Source: an optimization exercise on an open RTL-to-GDS flow (aim: small area). Production flows keep margins and buffers that such runs may drop. In this exercise RTL edits were held to simulation tests only and were not proved equivalent to the original. No activity file was given, so power comes from the tool's default toggle rates.

==> flow/design.v <==
module remi16_core (
    input  wire        clk,
    input  wire        rst,           
    input  wire        start,         
    input  wire        mode,          
    output wire        ready,
    output reg         done,
    output wire [1:0]  outcome,       
    output wire [2:0]  fault_code,    
    input  wire [3:0]  dbg_sel,
    output wire [15:0] dbg_rdata,
    input  wire [14:0] prog_n,        
    output wire [13:0] imem_addr,     
    input  wire [31:0] imem_rdata,
    output wire        dmem_req,
    output wire        dmem_we,
    output wire [17:0] dmem_addr,     
    output wire [7:0]  dmem_wdata,
    input  wire        dmem_gnt,
    input  wire [7:0]  dmem_rdata     
);
    localparam [2:0] S_IDLE  = 3'd0,
                     S_FETCH = 3'd1,    
                     S_DEC   = 3'd2,    
                     S_WAIT  = 3'd3,    
                     S_WR    = 3'd4,    
                     S_PCINC = 3'd5,    
                     S_MEM   = 3'd6,    
                     S_MEMD  = 3'd7;    
    reg  [2:0]  state;
    reg         second;      
    reg         run_mode;
    reg  [2:0]  res;         
    reg  [3:0]  ph;          
    reg         zr;          
    reg         cy;          
    reg  [7:0]  bbuf;        
    reg  [1:0]  mbl;         
    reg  [15:0] pc;
    assign ready    = (state == S_IDLE);
    assign outcome  = (res == 3'd0) ? 2'd0 : (res == 3'd7) ? 2'd1 : 2'd2;
    assign fault_code = res;
    assign imem_addr = pc[15:2];
    wire [31:0] w    = imem_rdata;
    wire [2:0]  o    = w[2:0];
    wire [3:0]  a0   = w[11:8];
    wire [3:0]  a1   = w[19:16];
    wire [3:0]  a2   = w[27:24];
    wire        a0hi = |w[15:12];
    wire        a1hi = |w[23:20];
    wire        a2hi = |w[31:28];
    wire is_nop = (o == 3'd0);
    wire is_hlt = (o == 3'd1);
    wire is_lit = (o == 3'd2);
    wire is_mov = (o == 3'd3);
    wire is_st  = (o == 3'd4);
    wire is_ld  = (o == 3'd5);
    wire is_add = (o == 3'd6);
    wire is_mem = is_st | is_ld;
    wire bad_op  = (|w[7:3]) | (&w[2:0]);
    wire bad_reg = ((is_lit | is_ld) & a2hi) | ((is_mov | is_add) & (a0hi | a1hi)) |
                   (is_st & a0hi);
    wire [3:0] dst  = is_mov ? a1 : is_add ? 4'd1 : a2;
    wire       dst0 = (dst == 4'd0);
    wire fetch_bad = (pc[1:0] != 2'b00) || ({1'b0, pc[15:2]} >= prog_n);
    reg  [3:0]  sel;
    always @(*) begin
        case (state)
            S_IDLE:  sel = dbg_sel;
            S_FETCH: sel = 4'd5;
            S_PCINC: sel = 4'd0;
            default: sel = a0;
        endcase
    end
    reg  [15:0] rf [1:15];
    reg  [15:0] rsel;
    integer r;
    always @(*) begin
        rsel = (sel == 4'd0) ? pc : 16'd0;
        for (r = 1; r < 16; r = r + 1)
            if (sel == r[3:0] && !zr)
                rsel = rsel | rf[r];
    end
    wire        swap = second && (state == S_MEM);
    wire [3:0]  amt  = ((sel == 4'd0) ? 4'd0 : ph) ^ {swap, 3'b000};
    wire [31:0] rdbl = {rsel, rsel} << amt;
    wire [15:0] rotp = rdbl[31:16];
    assign dbg_rdata = rotp;
    wire        uselit = is_lit;
    wire [15:0] pv  = (state == S_MEMD) ? {dmem_rdata, bbuf} :
                      uselit ? w[23:8] : rotp;
    wire [13:0] inc = pc[15:2] + 14'd1;
    wire [15:0] mea = w[0] ? w[23:8] : w[31:16];
    wire [15:0] acc = mea + {15'd0, second};
    wire pcbit = pc[ph];
    wire pbit = uselit ? w[8 + ph] : (sel == 4'd0) ? pcbit : rsel[0];
    reg  qbit;
    integer q;
    always @(*) begin
        qbit = (a1 == 4'd0) & pcbit;
        for (q = 1; q < 16; q = q + 1)
            if (a1 == q[3:0])
                qbit = qbit | rf[q][0];
    end
    wire bbit = bbuf[ph[2:0]];
    wire sum  = qbit ^ pbit ^ cy;
    wire wd   = is_ld ? bbit : is_add ? sum : pbit;
    wire wact = (state == S_WR);
    genvar g;
    generate
        for (g = 1; g < 16; g = g + 1) begin : gr
            wire wr = wact && (dst == g);
            wire in = wr ? wd : (rf[g][0] & ~zr);
            always @(posedge clk)
                rf[g] <= {in, rf[g][15:1]};
        end
    endgenerate
    assign dmem_req   = (state == S_MEM) && !rst;
    assign dmem_we    = ~w[0];
    assign dmem_addr  = {acc[15] ? ({1'b0, mbl} + 3'd1) : 3'd0, acc[14:0]};
    assign dmem_wdata = rotp[7:0];
    wire bus_bad  = &mea;
    wire wr_start = (ph[2:0] == 3'd7) && (ph[3] ^ (is_ld && second));
    wire wr_end   = (ph[2:0] == 3'd7) && (is_ld || ph[3]);
    reg pc_ld;
    always @(*) begin
        case (state)
            S_DEC:   pc_ld = !bad_op && !bad_reg && (is_lit || is_mov) && dst0;
            S_MEMD:  pc_ld = second && dst0;
            default: pc_ld = 1'b0;
        endcase
    end
    always @(posedge clk) begin
        if (rst)
            pc <= 16'd0;
        else if (state == S_PCINC)
            pc <= {inc, pc[1:0]};
        else if (pc_ld)
            pc <= pv;
    end
    always @(posedge clk) begin
        cy <= wact && is_add && ((qbit & pbit) | (qbit & cy) | (pbit & cy));
        if (state == S_FETCH)
            mbl <= rotp[1:0];
        if (state == S_MEMD)
            bbuf <= dmem_rdata;
    end
    always @(posedge clk) begin
        if (rst) begin
            ph <= 4'd0;
            zr <= 1'b1;
        end else begin
            ph <= ph + 4'd1;
            if (ph == 4'd15)
                zr <= 1'b0;
        end
    end
    always @(posedge clk) begin
        if (rst) begin
            state  <= S_IDLE;
            done   <= 1'b0;
        end else begin
            done <= 1'b0;
            case (state)
                S_IDLE: begin
                    if (start) begin
                        run_mode <= mode;
                        state    <= S_FETCH;
                    end
                end
                S_FETCH: begin
                    if (fetch_bad)
                        finish(3'd4);
                    else
                        state <= S_DEC;
                end
                S_DEC: begin
                    second <= 1'b0;
                    if (bad_op)
                        finish(3'd2);
                    else if (bad_reg)
                        finish(3'd3);
                    else if (is_hlt)
                        finish(3'd7);
                    else if (is_mem && bus_bad)
                        finish(3'd1);
                    else if (is_mem)
                        state <= S_MEM;
                    else if (is_nop || dst0)
                        state <= S_PCINC;
                    else
                        state <= S_WAIT;
                end
                S_WAIT: begin
                    if (wr_start)
                        state <= S_WR;
                end
                S_WR: begin
                    if (wr_end) begin
                        if (is_ld && !second) begin
                            second <= 1'b1;
                            state  <= S_MEM;
                        end else
                            state <= S_PCINC;
                    end
                end
                S_PCINC: retire();
                S_MEM: begin
                    if (dmem_gnt) begin
                        if (is_ld)
                            state <= S_MEMD;
                        else if (!second)
                            second <= 1'b1;
                        else
                            state <= S_PCINC;
                    end
                end
                S_MEMD: begin
                    if (!dst0)
                        state <= S_WAIT;
                    else if (!second) begin
                        second <= 1'b1;
                        state  <= S_MEM;
                    end else
                        state <= S_PCINC;
                end
            endcase
        end
    end
    task finish(input [2:0] code);
        begin
            state <= S_IDLE;
            done  <= 1'b1;
            res   <= code;
        end
    endtask
    task retire;
        begin
            if (run_mode) begin
                state <= S_FETCH;
            end else begin
                state <= S_IDLE;
                done  <= 1'b1;
                res   <= 3'd0;
            end
        end
    endtask
endmodule
export LEC_CHECK = 0
export ABC_AREA = 1
export CAP_MARGIN = 20
export CORE_MARGIN = 2
export CORE_UTILIZATION = 50
export CTS_CLUSTER_DIAMETER = 100
export CTS_CLUSTER_SIZE = 25
export GPL_TIMING_DRIVEN = 0
export PLACE_DENSITY = 0.7
export SETUP_SLACK_MARGIN = 0.1
export SLEW_MARGIN = 20
create_clock -name core_clock -period 6.0 [get_ports {clk}]
standard.sh (not shown) runs the stock make flow with config.mk's settings and CLKGATE_MAP_FILE= SYNTH_SCRIPT=/design/flow/synth_recipe.tcl, a recipe that flattens the netlist after the stock synthesis.
==> flow/flow/run.sh <==
#!/bin/bash
# Own layout flow: the standard synthesis, then the combinational logic
# is re-mapped for area with Yosys/ABC (registers untouched), then the
# standard ORFS steps from floorplan to finish.
set -euo pipefail
R=orfs/results/${FLOW_PLATFORM}/remi16_core/base
LIB=${FLOW_HOME}/platforms/${FLOW_PLATFORM}/lib/sky130_fd_sc_hd__tt_025C_1v80.lib

bash standard.sh synth > run_synth.log 2>&1

cp $R/1_2_yosys.v $R/1_2_yosys_std.v
sed "s#LIBFILE#${LIB}#g" flow/remap.ys > remap_run.ys
yosys -s remap_run.ys > run_remap.log 2>&1
# the netlist changed: rebuild the synthesis database from it
rm -f $R/1_synth.odb $R/1_synth.sdc
touch $R/1_2_yosys.v $R/1_2_yosys.sdc

bash standard.sh BUFFER_PORTS_ARGS="-buffer_cell sky130_fd_sc_hd__buf_1" finish > run_finish.log 2>&1
test -f out/final.def
==> flow/flow/remap.abc <==
strash
&get -n
&dch -f
&nf -R 1000
&put
==> flow/flow/remap.ys <==
# Re-map the combinational logic of the standard synthesis for area.
# The flip-flops (and their instance names) are kept as they are.
read_liberty -ignore_miss_func LIBFILE
read_verilog orfs/results/sky130hd/remi16_core/base/1_2_yosys_std.v
hierarchy -top remi16_core
setattr -mod -set keep_hierarchy 1 sky130_fd_sc_hd__df* sky130_fd_sc_hd__edf* sky130_fd_sc_hd__sdf* sky130_fd_sc_hd__dl*
flatten
opt_clean -purge
opt -full
opt_clean -purge
abc -script flow/remap.abc -liberty LIBFILE -dont_use sky130_fd_sc_hd__lpflow* -dont_use sky130_fd_sc_hd__probe*
opt_clean -purge
hilomap -singleton -hicell sky130_fd_sc_hd__conb_1 HI -locell sky130_fd_sc_hd__conb_1 LO
opt_clean -purge
splitnets
opt_clean -purge
select remi16_core
tee -o remap_stat.txt stat -liberty LIBFILE
write_verilog -noattr -noexpr -nohex -nodec -selected orfs/results/sky130hd/remi16_core/base/1_2_yosys.v
The first run went through all stages and came out clean.
Edit:
==> flow/flow/remap.abc (replaced) <==
strash
dc2
&get -n
&dch -f
&nf -R 1000
&put
strash
&get -n
&dch -f
&nf -R 1000
&put
CORE_UTILIZATION = 65   (was 50)
PLACE_DENSITY = 0.8   (was 0.7)
=> Total power fell by 4.0%; setup slack degrades by 150 ps; routed wire length came out higher by about 3.5%; die area is lower by about 24%; sequential share of layout area goes up by 0.74 points; non-clock buffer count went up by 1; register-to-register slack is better by 40 ps.

## what the ideal ports hide
No port has a modelled driver above. Below, the same layouts with a new extraction and two added sets of constraints.
Step 1 assumes that a clkbuf_16 drives the clock port and a buf_2 every other input.
Step 2 times the ports against the registers' clock, not the clock port: input delays grow and output delays shrink by t, the midpoint of the rising clock arrivals with the driver on.
a / b / c = ideal / step 1 / step 2; a / b = the first two.
| run | shift t [ns] | setup slack, ns | slew at the worst register clock pin (ns) |
|---|---|---|---|
| the first run | 0.544 | 0.324 / 0.301 / 0.301 | 0.11 / 0.11 |
| the second run | 0.536 | 0.170 / 0.145 / 0.145 | 0.10 / 0.10 |
After both steps setup and hold are still met in every run listed. The setup slack of the second run, which loses most, moves by -0.025 ns with the drivers and by -0.025 ns with both steps.
